What follows belongs to an exercise in optimizing a design on an open flow for small area; a production flow would make more cautious choices.
The RTL was checked by simulation tests, not by an equivalence proof against the original design.
Power and IR drop assume default switching activity.

==> inputs of willow <==
## arbotix_busctl
module arbotix_busctl (
  input  wire       clk,
  input  wire       rst_n,
  input  wire [8:0] h_addr,
  input  wire [7:0] h_wdata,
  input  wire       h_we,
  input  wire       h_re,
  output reg  [7:0] h_rdata,
  output wire       irq,
  output wire       txd,
  input  wire       rxd,
  output wire       tx_en,
  output wire       rx_en,
  output wire       seg_en
);
  localparam [7:0] C_SET_TX     = 8'h01;
  localparam [7:0] C_SET_TX_ALL = 8'h02;
  localparam [7:0] C_SET_RX     = 8'h03;
  localparam [7:0] C_SEND       = 8'h04;
  localparam [7:0] C_RECV       = 8'h05;
  localparam [7:0] C_INIT       = 8'h06;
  localparam [7:0] C_READ       = 8'h10;
  localparam [7:0] C_WRITE      = 8'h11;
  localparam [7:0] C_REG_WRITE  = 8'h12;
  localparam [7:0] C_ACTION     = 8'h13;
  localparam [7:0] C_PING       = 8'h14;
  localparam [7:0] C_DEV_RESET  = 8'h15;
  localparam [2:0] E_NONE    = 3'd0;
  localparam [2:0] E_BUSY    = 3'd1;
  localparam [2:0] E_BADCMD  = 3'd2;
  localparam [2:0] E_BADID   = 3'd3;
  localparam [2:0] E_BADW    = 3'd4;
  localparam [2:0] E_BADPC   = 3'd5;
  localparam [2:0] E_BADEXP  = 3'd6;
  ...
Settings: LEC_CHECK=0, CAP_MARGIN=20, CORE_MARGIN=2, CORE_UTILIZATION=40, SLEW_MARGIN=20; clock period 10.0 ns.
run.sh (not shown) runs the stock make flow with config.mk's settings and CLKGATE_MAP_FILE= SYNTH_SCRIPT=/design/flow/synth_recipe.tcl, a recipe that flattens the netlist after the stock synthesis.
==> inputs of yarrow, as changes to willow <==
--- a/flow/design.v
+++ b/flow/design.v
@@ -130,26 +130,25 @@
   reg        l_sge10;              
   reg [7:0]  l_id;
   reg [7:0]  l_op;                 
   reg [5:0]  l_np;                 
   reg [5:0]  l_ex;                 
   reg [15:0] l_t;                  
   reg [7:0]  l_param [0:31];       
-  reg [5:0]  q;
-  reg [7:0]  tx_cks;
+  reg [5:0]  pc;
+  reg [7:0]  acc;
   reg [18:0] ca;
   reg [7:0]  cb;
-  reg [5:0]  bcount, ppos;
-  reg [7:0]  rx_sum;
+  reg [5:0]  ppos;
   reg [7:0]  thr;
   reg [8:0]  tsh;
   reg [3:0]  tx_bit;
   reg [18:0] tx_tmr;
   reg [7:0]  pbyte_r, lparam_q, param_h, frame_h;
-  reg [31:0] bc_dec, wr_dec, pp_dec, q_dec, ha_dec;
+  reg [31:0] pc_dec, wr_dec, ha_dec;
   wire       rx_byte_valid;
   wire [7:0] rx_byte;
   wire [18:0] bit_period_m1 = {baud_gen, 3'b111};
   wire busy = (seq != S_IDLE);
   assign irq    = st_done & ctrl_done_ie;
   assign txd    = tsh[0];
   assign tx_en  = line_tx_en;
@@ -214,39 +213,39 @@
       3'd3:    c_op = 8'h05;     
       3'd4:    c_op = 8'h01;     
       default: c_op = 8'h06;     
     endcase
   end
   wire c_write = (c == C_WRITE) || (c == C_REG_WRITE);
   wire [15:0] timeout = {timeout_hi, timeout_lo};
-  wire last_put = (q == l_np);
+  wire last_put = (pc == l_np);
   reg  [7:0] put_byte;
   always @(*) begin
-    case (q)
+    case (pc)
       6'd59, 6'd60: put_byte = 8'hFF;
       6'd61:        put_byte = l_id;
       6'd62:        put_byte = {2'b00, l_np} + 8'd2;
       6'd63:        put_byte = l_op;
-      default:      put_byte = last_put ? ~tx_cks : lparam_q;
+      default:      put_byte = last_put ? ~acc : lparam_q;
     endcase
   end
   wire put_fire = (seq == S_PUT) && !thr_full;
   wire        have_byte = (wr_idx != ppos);
   wire [7:0]  pbyte     = pbyte_r;
-  wire        discard   = ((bcount == 6'd0) && (pbyte != 8'hFF)) ||
-                          ((bcount == 6'd2) && (pbyte == 8'hFF));
-  wire        frame_end = (bcount == l_ex);
+  wire        discard   = ((pc == 6'd0) && (pbyte != 8'hFF)) ||
+                          ((pc == 6'd2) && (pbyte == 8'hFF));
+  wire        frame_end = (pc == l_ex);
   wire        cb_zero   = (cb == 8'd0);
   wire        ca_hz     = (ca[18:1] == 18'd0);
   wire        ca_zero   = ca_hz && !ca[0];
   wire        ca_one    = ca_hz && ca[0];
   wire        poll_now  = (seq == S_POLL) && !frame_end && cb_zero;
   wire        accept_b  = poll_now && have_byte;
-  wire        sum_ok    = (rx_sum == 8'hFF);
-  wire [5:0]  cur_off   = ppos - bcount;
+  wire        sum_ok    = (acc == 8'hFF);
+  wire [5:0]  cur_off   = ppos - pc;
   wire capture = rx_byte_valid && line_rx_en && seg_en_r;
   always @(posedge clk) begin
     if (!rst_n) begin
       cmd_code      <= 8'h00;
       st_done       <= 1'b0;
       st_result     <= 1'b0;
       st_rx_cause   <= 2'b00;
@@ -366,26 +365,26 @@
           seq <= S_POLL;
         end
         S_POLL: begin
           if (frame_end) begin
             seq <= S_CHECK;
           end else if (cb_zero) begin
             if (!have_byte && ca_one) begin
-              rx_bcount   <= bcount;
+              rx_bcount   <= pc;
               rx_offset   <= cur_off;
               if (l_is_read) rval <= 16'hFFFF;
               st_done     <= 1'b1;
               st_result   <= 1'b1;
               st_rx_cause <= 2'b01;
               seq         <= S_IDLE;
             end
           end
         end
         S_CHECK: begin
-          rx_bcount <= bcount;
+          rx_bcount <= pc;
           rx_offset <= cur_off;
           st_done   <= 1'b1;
           seq       <= S_IDLE;
           if (sum_ok) begin
             st_result   <= 1'b0;
             st_rx_cause <= 2'b00;
             if (!l_is_recv)
@@ -467,19 +466,23 @@
       l_param[2]   <= c_send ? param[2] : op_val_hi;
       for (i = 3; i < 32; i = i + 1)
         l_param[i] <= param[i];
     end
   end
   always @(posedge clk) begin
     if (accept) begin
-      q      <= 6'd59;
-      tx_cks <= 8'h02;             
-    end else if (put_fire) begin
-      q      <= q + 6'd1;
-      tx_cks <= tx_cks + put_byte;
+      pc  <= 6'd59;
+      acc <= 8'h02;                
+    end else if (seq == S_RSETUP) begin
+      pc  <= 6'd0;
+      acc <= 8'd0;
+    end else if (put_fire || (accept_b && !discard)) begin
+      pc  <= pc + 6'd1;
+      if (put_fire || pc[5:1] != 5'd0)
+        acc <= acc + (put_fire ? put_byte : pbyte);
     end
   end
   always @(posedge clk) begin
     if (seq == S_RSETUP || (poll_now && have_byte))
       ca <= {3'd0, l_t};
     else if (seq == S_RX1 || (seq == S_RX2 && ca_zero))
       ca <= bit_period_m1;
@@ -491,39 +494,29 @@
       cb <= settle_bits;
     else if (seq == S_RSETUP || poll_now)
       cb <= poll_div;
     else if ((seq == S_RX2 && ca_zero) || (seq == S_POLL && !frame_end))
       cb <= cb - 8'd1;
   end
   always @(posedge clk) begin
-    if (seq == S_RSETUP) begin
-      bcount <= 6'd0;
-      ppos   <= 6'd0;
-      rx_sum <= 8'd0;
-    end else if (accept_b) begin
+    if (seq == S_RSETUP)
+      ppos <= 6'd0;
+    else if (accept_b)
       ppos <= ppos + 6'd1;
-      if (!discard) begin
-        bcount <= bcount + 6'd1;
-        if (bcount[5:1] != 5'd0)
-          rx_sum <= rx_sum + pbyte;
-      end
-    end
   end
   always @(*) begin
     for (i = 0; i < 32; i = i + 1) begin
-      bc_dec[i] = (bcount[4:0] == i);
+      pc_dec[i] = (pc[4:0] == i);
       wr_dec[i] = (wr_idx[4:0] == i);
-      pp_dec[i] = (ppos[4:0] == i);
-      q_dec[i]  = (q[4:0] == i);
       ha_dec[i] = (h_addr[4:0] == i);
     end
   end
   always @(posedge clk) begin
     for (i = 1; i < 32; i = i + 1)
-      if (accept_b && bc_dec[i])
+      if (accept_b && pc_dec[i])
         frame[i] <= pbyte;
   end
   always @(posedge clk) begin
     for (i = 0; i < 32; i = i + 1)
       if (capture && !wr_idx[5] && wr_dec[i])
         cap_buf[i] <= rx_byte;
   end
@@ -537,21 +530,19 @@
   end
   always @(posedge clk) begin
     for (i = 0; i < 255; i = i + 1)
       if (!rst_n || (wr_seg && seg_hi[i / 16] && seg_lo[i % 16]))
         seg_table[i] <= wd0[2:0];
   end
   always @(*) begin
-    pbyte_r  = 8'h00;
-    lparam_q = 8'h00;
+    pbyte_r  = cap_buf[ppos[4:0]];
+    lparam_q = l_param[pc[4:0]];
     param_h  = 8'h00;
     frame_h  = {8{ha_dec[0]}};
     for (i = 0; i < 32; i = i + 1) begin
-      pbyte_r  = pbyte_r  | (cap_buf[i] & {8{pp_dec[i]}});
-      lparam_q = lparam_q | (l_param[i] & {8{q_dec[i]}});
       param_h  = param_h  | (param[i]   & {8{ha_dec[i]}});
     end
     for (i = 1; i < 32; i = i + 1)
       frame_h  = frame_h  | (frame[i]   & {8{ha_dec[i]}});
   end
   always @(posedge clk) begin
     if (put_fire)
@@ -626,11 +617,10 @@
         8'h1C: rd = timeout_hi;
         8'h1D: rd = poll_div;
         default: rd = 8'h00;
       endcase
     end
   end
   always @(posedge clk) begin
-    if (h_re)
-      h_rdata <= rd;
+    h_rdata <= rd;
   end
 endmodule
==> flow/flow/run.sh (new file) <==
#!/bin/bash
# Standard ORFS layout; clock tree synthesis uses larger sink clusters and
# adds no dummy loads; port buffers use buf_2. Each tool's output goes to
# standard.log.
set -o pipefail
export CTS_ARGS="-sink_clustering_enable -repair_clock_nets -dont_use_dummy_load -buf_list sky130_fd_sc_hd__clkbuf_16 -sink_clustering_size 25 -sink_clustering_max_diameter 100"
export BUFFER_PORTS_ARGS="-buffer_cell sky130_fd_sc_hd__buf_2"
bash standard.sh > standard.log 2>&1
==> flow/standard.sh (new file) <==
#!/bin/bash
# synth_recipe.tcl (not shown) runs the flow's synth.tcl, then flattens the netlist and writes it again
# the make line also repeats each setting of config.mk as NAME=value (left out here)
make -C /OpenROAD-flow-scripts/flow DESIGN_CONFIG=/design/flow/config.mk WORK_HOME=/design/flow/orfs CLKGATE_MAP_FILE= SYNTH_SCRIPT=/design/flow/synth_recipe.tcl "${@:-finish}"
Settings changed: CORE_UTILIZATION 40 to 50.
removed: flow/run.sh
==> inputs of maple, as changes to willow <==
--- a/flow/design.v
+++ b/flow/design.v
@@ -130,26 +130,25 @@
   reg        l_sge10;              
   reg [7:0]  l_id;
   reg [7:0]  l_op;                 
   reg [5:0]  l_np;                 
   reg [5:0]  l_ex;                 
   reg [15:0] l_t;                  
   reg [7:0]  l_param [0:31];       
-  reg [5:0]  q;
-  reg [7:0]  tx_cks;
+  reg [5:0]  pc;
+  reg [7:0]  acc;
   reg [18:0] ca;
   reg [7:0]  cb;
-  reg [5:0]  bcount, ppos;
-  reg [7:0]  rx_sum;
+  reg [5:0]  ppos;
   reg [7:0]  thr;
   reg [8:0]  tsh;
   reg [3:0]  tx_bit;
   reg [18:0] tx_tmr;
   reg [7:0]  pbyte_r, lparam_q, param_h, frame_h;
-  reg [31:0] bc_dec, wr_dec, pp_dec, q_dec, ha_dec;
+  reg [31:0] pc_dec, wr_dec, ha_dec;
   wire       rx_byte_valid;
   wire [7:0] rx_byte;
   wire [18:0] bit_period_m1 = {baud_gen, 3'b111};
   wire busy = (seq != S_IDLE);
   assign irq    = st_done & ctrl_done_ie;
   assign txd    = tsh[0];
   assign tx_en  = line_tx_en;
@@ -214,39 +213,38 @@
       3'd3:    c_op = 8'h05;     
       3'd4:    c_op = 8'h01;     
       default: c_op = 8'h06;     
     endcase
   end
   wire c_write = (c == C_WRITE) || (c == C_REG_WRITE);
   wire [15:0] timeout = {timeout_hi, timeout_lo};
-  wire last_put = (q == l_np);
+  wire last_put = (pc == l_np);
   reg  [7:0] put_byte;
   always @(*) begin
-    case (q)
+    case (pc)
       6'd59, 6'd60: put_byte = 8'hFF;
       6'd61:        put_byte = l_id;
       6'd62:        put_byte = {2'b00, l_np} + 8'd2;
       6'd63:        put_byte = l_op;
-      default:      put_byte = last_put ? ~tx_cks : lparam_q;
+      default:      put_byte = last_put ? ~acc : lparam_q;
     endcase
   end
   wire put_fire = (seq == S_PUT) && !thr_full;
   wire        have_byte = (wr_idx != ppos);
   wire [7:0]  pbyte     = pbyte_r;
-  wire        discard   = ((bcount == 6'd0) && (pbyte != 8'hFF)) ||
-                          ((bcount == 6'd2) && (pbyte == 8'hFF));
-  wire        frame_end = (bcount == l_ex);
+  wire        discard   = ((pc == 6'd0) && (pbyte != 8'hFF)) ||
+                          ((pc == 6'd2) && (pbyte == 8'hFF));
+  wire        frame_end = (pc == l_ex);
   wire        cb_zero   = (cb == 8'd0);
   wire        ca_hz     = (ca[18:1] == 18'd0);
   wire        ca_zero   = ca_hz && !ca[0];
-  wire        ca_one    = ca_hz && ca[0];
   wire        poll_now  = (seq == S_POLL) && !frame_end && cb_zero;
   wire        accept_b  = poll_now && have_byte;
-  wire        sum_ok    = (rx_sum == 8'hFF);
-  wire [5:0]  cur_off   = ppos - bcount;
+  wire        sum_ok    = (acc == 8'hFF);
+  wire [5:0]  cur_off   = ppos - pc;
   wire capture = rx_byte_valid && line_rx_en && seg_en_r;
   always @(posedge clk) begin
     if (!rst_n) begin
       cmd_code      <= 8'h00;
       st_done       <= 1'b0;
       st_result     <= 1'b0;
       st_rx_cause   <= 2'b00;
@@ -365,27 +363,27 @@
         S_RSETUP: begin
           seq <= S_POLL;
         end
         S_POLL: begin
           if (frame_end) begin
             seq <= S_CHECK;
           end else if (cb_zero) begin
-            if (!have_byte && ca_one) begin
-              rx_bcount   <= bcount;
+            if (!have_byte && ca_hz) begin
+              rx_bcount   <= pc;
               rx_offset   <= cur_off;
               if (l_is_read) rval <= 16'hFFFF;
               st_done     <= 1'b1;
               st_result   <= 1'b1;
               st_rx_cause <= 2'b01;
               seq         <= S_IDLE;
             end
           end
         end
         S_CHECK: begin
-          rx_bcount <= bcount;
+          rx_bcount <= pc;
           rx_offset <= cur_off;
           st_done   <= 1'b1;
           seq       <= S_IDLE;
           if (sum_ok) begin
             st_result   <= 1'b0;
             st_rx_cause <= 2'b00;
             if (!l_is_recv)
@@ -456,30 +454,33 @@
       l_id         <= op_id;
       l_op         <= c_send ? op_instr : c_op;
       l_np         <= c_send ? op_pcount[5:0] :
                       c_read ? 6'd2 :
                       c_write ? {5'd1, op_width[1]} : 6'd0;
       l_ex         <= (c == C_RECV) ? op_explen[5:0] :
                       c_read ? (op_width[1] ? 6'd8 : 6'd7) : 6'd6;
-      l_t          <= (c == C_INIT) ? {baud_hi, baud_lo} :
-                      (timeout == 16'd0) ? 16'd1 : timeout;
+      l_t          <= (c == C_INIT) ? {baud_hi, baud_lo} : timeout;
       l_param[0]   <= c_send ? param[0] : op_addr;
       l_param[1]   <= c_send ? param[1] : (c_read ? op_width : op_val_lo);
       l_param[2]   <= c_send ? param[2] : op_val_hi;
       for (i = 3; i < 32; i = i + 1)
         l_param[i] <= param[i];
     end
   end
   always @(posedge clk) begin
     if (accept) begin
-      q      <= 6'd59;
-      tx_cks <= 8'h02;             
-    end else if (put_fire) begin
-      q      <= q + 6'd1;
-      tx_cks <= tx_cks + put_byte;
+      pc  <= 6'd59;
+      acc <= 8'h02;                
+    end else if (seq == S_RSETUP) begin
+      pc  <= 6'd0;
+      acc <= 8'd0;
+    end else if (put_fire || (accept_b && !discard)) begin
+      pc  <= pc + 6'd1;
+      if (put_fire || pc[5:1] != 5'd0)
+        acc <= acc + (put_fire ? put_byte : pbyte);
     end
   end
   always @(posedge clk) begin
     if (seq == S_RSETUP || (poll_now && have_byte))
       ca <= {3'd0, l_t};
     else if (seq == S_RX1 || (seq == S_RX2 && ca_zero))
       ca <= bit_period_m1;
@@ -491,39 +492,29 @@
       cb <= settle_bits;
     else if (seq == S_RSETUP || poll_now)
       cb <= poll_div;
     else if ((seq == S_RX2 && ca_zero) || (seq == S_POLL && !frame_end))
       cb <= cb - 8'd1;
   end
   always @(posedge clk) begin
-    if (seq == S_RSETUP) begin
-      bcount <= 6'd0;
-      ppos   <= 6'd0;
-      rx_sum <= 8'd0;
-    end else if (accept_b) begin
+    if (seq == S_RSETUP)
+      ppos <= 6'd0;
+    else if (accept_b)
       ppos <= ppos + 6'd1;
-      if (!discard) begin
-        bcount <= bcount + 6'd1;
-        if (bcount[5:1] != 5'd0)
-          rx_sum <= rx_sum + pbyte;
-      end
-    end
   end
   always @(*) begin
     for (i = 0; i < 32; i = i + 1) begin
-      bc_dec[i] = (bcount[4:0] == i);
+      pc_dec[i] = (pc[4:0] == i);
       wr_dec[i] = (wr_idx[4:0] == i);
-      pp_dec[i] = (ppos[4:0] == i);
-      q_dec[i]  = (q[4:0] == i);
       ha_dec[i] = (h_addr[4:0] == i);
     end
   end
   always @(posedge clk) begin
     for (i = 1; i < 32; i = i + 1)
-      if (accept_b && bc_dec[i])
+      if (accept_b && pc_dec[i])
         frame[i] <= pbyte;
   end
   always @(posedge clk) begin
     for (i = 0; i < 32; i = i + 1)
       if (capture && !wr_idx[5] && wr_dec[i])
         cap_buf[i] <= rx_byte;
   end
@@ -542,17 +533,17 @@
   end
   always @(*) begin
     pbyte_r  = 8'h00;
     lparam_q = 8'h00;
     param_h  = 8'h00;
     frame_h  = {8{ha_dec[0]}};
     for (i = 0; i < 32; i = i + 1) begin
-      pbyte_r  = pbyte_r  | (cap_buf[i] & {8{pp_dec[i]}});
-      lparam_q = lparam_q | (l_param[i] & {8{q_dec[i]}});
       param_h  = param_h  | (param[i]   & {8{ha_dec[i]}});
+      pbyte_r  = pbyte_r  | (cap_buf[i] & {8{ppos[4:0] == i}});
+      lparam_q = lparam_q | (l_param[i] & {8{pc_dec[i]}});
     end
     for (i = 1; i < 32; i = i + 1)
       frame_h  = frame_h  | (frame[i]   & {8{ha_dec[i]}});
   end
   always @(posedge clk) begin
     if (put_fire)
       thr <= put_byte;
@@ -626,11 +617,10 @@
         8'h1C: rd = timeout_hi;
         8'h1D: rd = poll_div;
         default: rd = 8'h00;
       endcase
     end
   end
   always @(posedge clk) begin
-    if (h_re)
-      h_rdata <= rd;
+    h_rdata <= rd;
   end
 endmodule
==> flow/flow/run.sh (new file) <==
#!/bin/bash
# Standard ORFS layout; clock tree synthesis uses larger sink clusters and
# adds no dummy loads. Each tool's output goes to standard.log.
set -o pipefail
export CTS_ARGS="-sink_clustering_enable -repair_clock_nets -dont_use_dummy_load -buf_list sky130_fd_sc_hd__clkbuf_16 -sink_clustering_size 22 -sink_clustering_max_diameter 90"
bash standard.sh > standard.log 2>&1
==> flow/standard.sh (new file) <==
#!/bin/bash
# synth_recipe.tcl (not shown) runs the flow's synth.tcl, then flattens the netlist and writes it again
# the make line also repeats each setting of config.mk as NAME=value (left out here)
make -C /OpenROAD-flow-scripts/flow DESIGN_CONFIG=/design/flow/config.mk WORK_HOME=/design/flow/orfs CLKGATE_MAP_FILE= SYNTH_SCRIPT=/design/flow/synth_recipe.tcl "${@:-finish}"
Settings changed: CORE_UTILIZATION 40 to 50.
removed: flow/run.sh
==> metrics.csv <==
stage,metric,value,unit
outcome,status,timing/DRC/antenna clean,
synthesis,Synth top cells by count,"edfxtp_1 (1,994), a22oi_1 (454), o21ai_0 (434), nand2_1 (425), clkbuf_1 (392)",
setup_path,"slowest stage delay, CP",1.05,ns
setup_path,Worst R2R Setup Slack,3.68,ns
setup_path,CP bufs+invs,3,
layout,sequential share of cell area,66.55,%
drt,initial DRC count,12280,
timing,Fin Hold WS,0.4078,ns
synthesis,Synth Area in Compound Gates,13.52,%
timing,"Period Utilization, post-route",73.74,%
global_route,grt met2 use,62.83,%
setup_path,Most common cell on crit path,buf_4,
clocking,clock latency on the worst-skew pair,0.82,ns
pwr,switching share of total power,24.81,%
setup_path,CP Depth,12,
layout,Final Non-Filler Cells,8578,
pwr,Clock power frac,29.0,%
pwr,NetSw,4.144,mW
layout,Seq cells,2166,
layout,most frequent cells in the layout,"edfxtp_1 (1,994), a22oi_1 (454), nand2_1 (424)",
synthesis,Synth Area in Simple Gates,9.274,%
[end of results for maple]
==> metrics.csv <==
stage,metric,value,unit
timing,"Period Utilization, post-route",66.75,%
clocking,clock latency on the worst-skew pair,0.91,ns
synthesis,Synth Area in Compound Gates,13.86,%
layout,sequential share of cell area,62.84,%
layout,Seq cells,2180,
setup_path,CP Depth,13,
pwr,clock-net power,8.55,mW
drt,initial DRC count,12060,
layout,Final Non-Filler Cells,9511,
pwr,switching share of total power,25.13,%
synthesis,Synth Area in Simple Gates,8.524,%
synthesis,Synth top cells by count,"edfxtp_1 (2,002), a22oi_1 (483), o21ai_0 (433), clkbuf_1 (365), nand2_1 (365)",
pwr,Clock power frac,41.0,%
global_route,grt met2 use,48.38,%
pwr,NetSw,5.235,mW
setup_path,CP bufs+invs,4,
layout,most frequent cells in the layout,"edfxtp_1 (2,002), a22oi_1 (483), o21ai_0 (408)",
timing,Fin Hold WS,0.3979,ns
setup_path,Most common cell on crit path,buf_4,
outcome,status,timing/DRC/antenna clean,
[end of results for willow]
==> metrics.csv <==
stage,metric,value,unit
layout,Final Non-Filler Cells,8533,
setup_path,CP bufs+invs,1,
setup_path,CP Depth,11,
timing,Fin Hold WS,0.4138,ns
pwr,Clock power frac,26.6,%
synthesis,Synth Area in Simple Gates,9.085,%
layout,most frequent cells in the layout,"edfxtp_1 (1,994), o21ai_0 (408), a22oi_1 (403)",
pwr,switching share of total power,26.65,%
setup_path,Worst R2R Setup Slack,3.62,ns
global_route,grt met2 use,60.54,%
synthesis,Synth Area in Compound Gates,13.41,%
timing,"Period Utilization, post-route",64.23,%
layout,sequential share of cell area,67.00,%
setup_path,"slowest stage delay, CP",1.05,ns
clocking,clock latency on the worst-skew pair,0.82,ns
pwr,NetSw,4.570,mW
drt,initial DRC count,13690,
outcome,status,timing/DRC/antenna clean,
layout,Seq cells,2166,
[end of results for yarrow]

## what the ideal ports hide
No port has a modelled driver above. Below, the same layouts with a new extraction and two added sets of constraints.
Step 1: set_driving_cell puts a clkbuf_16 on clk and a buf_2 on each other input, an assumption about the parent block.
Step 2 times the ports against the registers' clock, not the clock port: input delays grow and output delays shrink by t, the midpoint of the rising clock arrivals with the driver on.
Three values: no drivers, after step 1, after step 2; two values: the first two.
run	t, ns	setup slack, ns	hold slack, ns	worst register clock-pin slew, ns
willow	0.957	3.325 / 3.389 / 2.433	0.398 / 0.398 / 0.398	0.07 / 0.07
yarrow	0.865	3.577 / 3.556 / 2.690	0.414 / 0.414 / 0.414	0.12 / 0.12
maple	0.883	2.626 / 2.691 / 1.808	0.408 / 0.408 / 0.408	0.10 / 0.10
After both steps setup and hold are still met in every run listed. For willow, which loses most, drivers alone change the setup slack by +0.064 ns; drivers and shift together by -0.892 ns.
